Context: an optimization exercise on an open-source flow, tuned for small area, a short achievable clock period and few clock cycles. The choices shown serve that exercise and are no tape-out recipe.
In this exercise RTL edits were held to simulation tests only and were not proved equivalent to the original.

Design jel_fsel, start of the top module:
module jel_fsel (
    input  wire        clk,
    input  wire        rst,           
    input  wire        qt_we,
    input  wire [5:0]  qt_addr,
    input  wire [15:0] qt_wdata,
    input  wire        cmd_valid,
    output wire        cmd_ready,
    input  wire        cmd_op,        
    input  wire [6:0]  cmd_arg,       
    input  wire [6:0]  cmd_pool,      
    input  wire [15:0] cmd_nlevels,   
    output reg         rsp_valid,
    output reg  [7:0]  rsp_code,      
    output reg  [6:0]  rsp_result,
    output reg  [6:0]  nfreqs,
    input  wire [5:0]  freq_addr,
    output reg  [5:0]  freq_data
);
export LEC_CHECK = 0
export CAP_MARGIN = 20
export CORE_MARGIN = 2
export CORE_UTILIZATION = 40
export CTS_BUF_LIST = sky130_fd_sc_hd__clkbuf_4
export SLEW_MARGIN = 20
create_clock -name core_clock -period 35.0 [get_ports {clk}]
standard.sh (not shown) runs the stock make flow with config.mk's settings and CLKGATE_MAP_FILE= SYNTH_SCRIPT=/design/flow/synth_recipe.tcl, a recipe that flattens the netlist after the stock synthesis.
==> flow/flow/run.sh <==
#!/bin/bash
# Layout flow: the standard flow (standard.sh) with buf_2 cells as the
# port buffers, and timing repair aiming for extra setup slack.
set -euo pipefail
export BUFFER_PORTS_ARGS="-buffer_cell sky130_fd_sc_hd__buf_2"
export SETUP_SLACK_MARGIN=17
bash standard.sh > standard.log 2>&1
Testbench counts at the start, summed over its fixed seeds: cycles 768.
==> next run, changes <==
--- a/flow/design.v
+++ b/flow/design.v
@@ -553,17 +553,17 @@
                 ge6 = (a[n] & ~b[n]) | ((a[n] | ~b[n]) & ge6);
             ge6 = ge6 | a[6];
         end
     endfunction
     reg  [4:0] code [0:63];
     wire       wr_nz = qt_we && (qt_wdata != 16'd0);
     wire [4:0] wcode = (qt_wdata[15:8] != 8'd0) ? 5'd0 : qcode8(qt_wdata[7:0]);
     wire [4:0] wdat = wcode | {5{rst}};
-    integer i;
+    integer i, b;
     always @(posedge clk) begin
         for (i = 0; i < 64; i = i + 1)
             if (rst || (wr_nz && qt_addr == i[5:0]))
                 code[i] <= wdat;
     end
     reg [63:0] unwr;
     always @* begin
         for (i = 0; i < 64; i = i + 1)
@@ -574,17 +574,31 @@
     wire acc = cmd_valid && !rst;
     wire [4:0] nthr = (cmd_nlevels[15:8] != 8'd0) ? 5'd31 : ncode8(cmd_nlevels[7:0]);
     wire q_epos  = (cmd_arg > 7'd63);
     wire s_epool = (cmd_pool > 7'd64);
     wire e_pos   = !cmd_op && q_epos;
     wire e_pool  = cmd_op && s_epool;
     wire e_unl   = !(cmd_op ? s_epool : q_epos) && !loaded;
     wire sel_ok  = cmd_op && !s_epool && loaded;
-    wire [4:0] qcode = code[cmd_arg[5:0]];
+    reg [7:0] adec_hi, adec_lo;
+    reg [4:0] qcode, qoct;
+    always @* begin
+        for (i = 0; i < 8; i = i + 1) begin
+            adec_hi[i] = (cmd_arg[5:3] == i[2:0]);
+            adec_lo[i] = (cmd_arg[2:0] == i[2:0]);
+        end
+        qcode = 5'd0;
+        for (i = 0; i < 8; i = i + 1) begin
+            qoct = 5'd0;
+            for (b = 0; b < 8; b = b + 1)
+                qoct = qoct | ({5{adec_lo[b]}} & code[8*i+b]);
+            qcode = qcode | ({5{adec_hi[i]}} & qoct);
+        end
+    end
     reg        r_sel, r_qual, r_epos, r_epool, r_eunl;
     reg [4:0]  sthr;     
     reg [6:0]  pool;
     always @(posedge clk) begin
         rsp_valid <= acc;
         if (acc) begin
             r_sel   <= sel_ok;
             r_qual  <= !cmd_op && !q_epos && loaded && ge5(qcode, nthr);
@@ -645,17 +659,16 @@
         rsp_result = r_sel ? nsel : {6'd0, r_qual};
     end
     reg [7:0] lt;        
     reg [7:0] osel;      
     reg [2:0] oidx;
     reg [7:0] om;
     reg [2:0] oo, r, lpos;
     reg [2:0] lc;
-    integer b;
     always @* begin
         for (i = 0; i < 8; i = i + 1)
             lt[i] = !ge6({1'b0, freq_addr}, o8[i]);
         for (i = 0; i < 8; i = i + 1)
             osel[i] = (i == 0 ? 1'b1 : lt[i-1]) & !lt[i];
         oidx = 3'd0;
         om   = 8'd0;
         oo   = 3'd0;
After rerunning: Utilization rose by 0.28 points; cell area fell by 4.5%; sequential share of layout area rose by 1.8 points; setup slack improves by 0.34 ns; wire length fell by 21%; first-iteration DRC count fell by 19%; via count fell by 12%; die area fell by 5.4%; sequential cell count is unchanged; global-route usage fell by 5.7 points; final cell count fell by 8.8%; synthesized area fell by 5.5%.
Testbench counts after the change, summed over its fixed seeds: cycles 768.

---

== P ==
RTL: one of the versions met above, not the one the previous note started from.
Size in the first run: about 1900 cells after synthesis, about 93 I/O pins, ~0.022 sq mm of cells after synthesis.
// jel_fsel
module jel_fsel (
    input  wire        clk,
    input  wire        rst,           
    input  wire        qt_we,
    input  wire [5:0]  qt_addr,
    input  wire [15:0] qt_wdata,
    input  wire        cmd_valid,
    output wire        cmd_ready,
    input  wire        cmd_op,        
    input  wire [6:0]  cmd_arg,       
    input  wire [6:0]  cmd_pool,      
    input  wire [15:0] cmd_nlevels,   
    output reg         rsp_valid,
    output reg  [7:0]  rsp_code,      
    output reg  [6:0]  rsp_result,
    output reg  [6:0]  nfreqs,
    input  wire [5:0]  freq_addr,
    output reg  [5:0]  freq_data
);
    function [4:0] qcode8(input [7:0] q);
        case (q)
        8'd1: qcode8 = 5'd30;
        8'd2: qcode8 = 5'd29;
        8'd3: qcode8 = 5'd28;
        8'd4: qcode8 = 5'd27;
        8'd5: qcode8 = 5'd26;
        8'd6: qcode8 = 5'd25;
        8'd7: qcode8 = 5'd24;
        8'd8: qcode8 = 5'd23;
        8'd9: qcode8 = 5'd22;
        8'd10: qcode8 = 5'd21;
        8'd11: qcode8 = 5'd20;
        8'd12: qcode8 = 5'd19;
        8'd13: qcode8 = 5'd18;
        8'd14: qcode8 = 5'd17;
        8'd15: qcode8 = 5'd16;
        8'd16: qcode8 = 5'd15;
        8'd17: qcode8 = 5'd15;
        8'd18: qcode8 = 5'd14;
        8'd19: qcode8 = 5'd13;
        8'd20: qcode8 = 5'd12;
        8'd21: qcode8 = 5'd12;
        8'd22: qcode8 = 5'd11;
        8'd23: qcode8 = 5'd11;
        8'd24: qcode8 = 5'd10;
        8'd25: qcode8 = 5'd10;
        8'd26: qcode8 = 5'd9;
        8'd27: qcode8 = 5'd9;
        8'd28: qcode8 = 5'd9;
        8'd29: qcode8 = 5'd8;
        8'd30: qcode8 = 5'd8;
        8'd31: qcode8 = 5'd8;
        8'd32: qcode8 = 5'd7;
        8'd33: qcode8 = 5'd7;
  ...
Settings: LEC_CHECK=0, CAP_MARGIN=20, CORE_MARGIN=2, CORE_UTILIZATION=40, CTS_BUF_LIST=sky130_fd_sc_hd__clkbuf_4, SLEW_MARGIN=20; clock period 35.0 ns.
==> flow/flow/run.sh <==
#!/bin/bash
# Layout flow: the standard flow (standard.sh) with
#  - a longer ABC mapping script (flow/abc_speed.script) in synthesis; the
#    rest of synthesis, and so every register, is as standard,
#  - buf_2 cells as the port buffers,
#  - timing repair aiming for extra setup slack.
set -euo pipefail
rm -rf scripts_abc
cp -r "$FLOW_HOME/scripts" scripts_abc
cp flow/abc_speed.script scripts_abc/abc_speed.script
export SCRIPTS_DIR="$PWD/scripts_abc"
export BUFFER_PORTS_ARGS="-buffer_cell sky130_fd_sc_hd__buf_2"
export SETUP_SLACK_MARGIN=17
bash standard.sh > standard.log 2>&1
==> flow/flow/abc_speed.script <==
strash
&get -n
&st
&syn2
&synch2
&dch -f
&nf -R 1000
&put
topo
stime -c
buffer -c
upsize -c
dnsize -c
Testbench counts of P, summed over its fixed seeds: cycles 768.
Edits applied to the flow inputs when going from P to Q:
--- a/flow/design.v
+++ b/flow/design.v
@@ -657,33 +657,42 @@
         rsp_code   = {3'b000, r_epos | r_epool | r_eunl, r_epos, r_eunl,
                       r_epool | r_eunl, r_epos | r_epool | r_eunl};
         rsp_result = r_sel ? nsel : {6'd0, r_qual};
     end
     reg [7:0] lt;        
     reg [7:0] osel;      
     reg [2:0] oidx;
     reg [7:0] om;
-    reg [2:0] oo, r, lpos;
-    reg [2:0] lc;
+    reg [2:0] oo, lpos;
+    reg [7:0] rk, kh, oh;
+    reg [7:0] th [0:7];
     always @* begin
         for (i = 0; i < 8; i = i + 1)
             lt[i] = !ge6({1'b0, freq_addr}, o8[i]);
         for (i = 0; i < 8; i = i + 1)
             osel[i] = (i == 0 ? 1'b1 : lt[i-1]) & !lt[i];
         oidx = 3'd0;
         om   = 8'd0;
         oo   = 3'd0;
         for (i = 0; i < 8; i = i + 1) begin
             oidx = oidx | ({3{osel[i]}} & i[2:0]);
             om   = om   | ({8{osel[i]}} & mask[8*i +: 8]);
             oo   = oo   | ({3{osel[i]}} & o8[i][2:0]);
         end
-        r    = freq_addr[2:0] - oo;
-        lc   = 3'd0;
-        lpos = 3'd0;
-        for (b = 7; b >= 0; b = b - 1) begin
-            if (om[b] && lc == r) lpos = lpos | b[2:0];
-            lc = lc + om[b];
+        for (b = 0; b < 8; b = b + 1) begin
+            kh[b] = (freq_addr[2:0] == b[2:0]);
+            oh[b] = (oo == b[2:0]);
+        end
+        for (b = 0; b < 8; b = b + 1) begin
+            rk[b] = 1'b0;
+            for (i = 0; i < 8; i = i + 1)
+                rk[b] = rk[b] | (kh[i] & oh[(i - b) & 7]);
         end
+        th[7] = 8'd0;
+        for (b = 6; b >= 0; b = b - 1)
+            th[b] = th[b+1] | ({th[b+1][6:0], 1'b1} & {8{om[b+1]}});
+        lpos = 3'd0;
+        for (b = 0; b < 8; b = b + 1)
+            if (om[b] && |(rk & {th[b][6:0], 1'b1} & ~th[b])) lpos = lpos | b[2:0];
         freq_data = {oidx, lpos};
     end
 endmodule
==> comparison <==
Q: count of different cell masters after synthesis is about 17% higher than what P reported. In the metrics for P and Q, the one carrying the lower total wire length after detailed routing is P. Q ends up with a core utilization that is 0.38 points lower than in P. The higher routed wire length per instance came out of P. Going from P to Q, fraction of the mapped netlist area in simple logic gates has increased; initial antenna violation count has decreased. Q reports its highest metal layer with signal wires as met4 while P reports met5. Relative to P, detailed-route via count increased by 877 in Q. Going from P to Q, the die area was enlarged. Taking P as the reference point, the XOR/XNOR share of the synthesized area of Q falls by 0.67 points. Changes observed in Q relative to P: worst setup slack after layout climbed 0.81 ns, final area climbed 1.2%. For the synthesized area, Q came in about 1.8% higher than P did.
Testbench counts of Q, summed over its fixed seeds: cycles 768.

==> static timing again, ports no longer ideal <==
No port has a modelled driver above. Below, the same layouts with a new extraction and two added sets of constraints.
Step 1 sets driving cells, clkbuf_16 on the clock port and buf_2 on the other inputs (assumed; they add their load-dependent delay and slew).
Step 2 also shifts input and output timing later by t, the mid clock arrival at the registers, as if the neighbouring blocks saw the same clock.
a / b / c = no drivers / after step 1 / after step 2; a / b = the first two.
| run | shift t [ns] | setup slack, ns | hold slack, ns | worst data-port slew with drivers (ns) | cell pins on the clock port's net |
|---|---|---|---|---|---|
| the first run of note 1 | 0.919 | 15.959 / 15.909 / 15.909 | 0.507 / 0.507 / 0.507 | 0.06 | 1 |
| the second run of note 1 | 0.881 | 16.300 / 16.236 / 16.236 | 0.494 / 0.494 / 0.494 | 0.06 | 1 |
| P | 0.881 | 16.252 / 16.204 / 16.204 | 0.505 / 0.505 / 0.505 | 0.10 | 1 |
| Q | 0.865 | 17.062 / 17.011 / 17.011 | 0.507 / 0.507 / 0.507 | 0.06 | 1 |
After both steps every run listed still meets setup and hold. The setup slack of the second run of note 1, which loses most, moves by -0.064 ns with the drivers and by -0.064 ns with both steps.
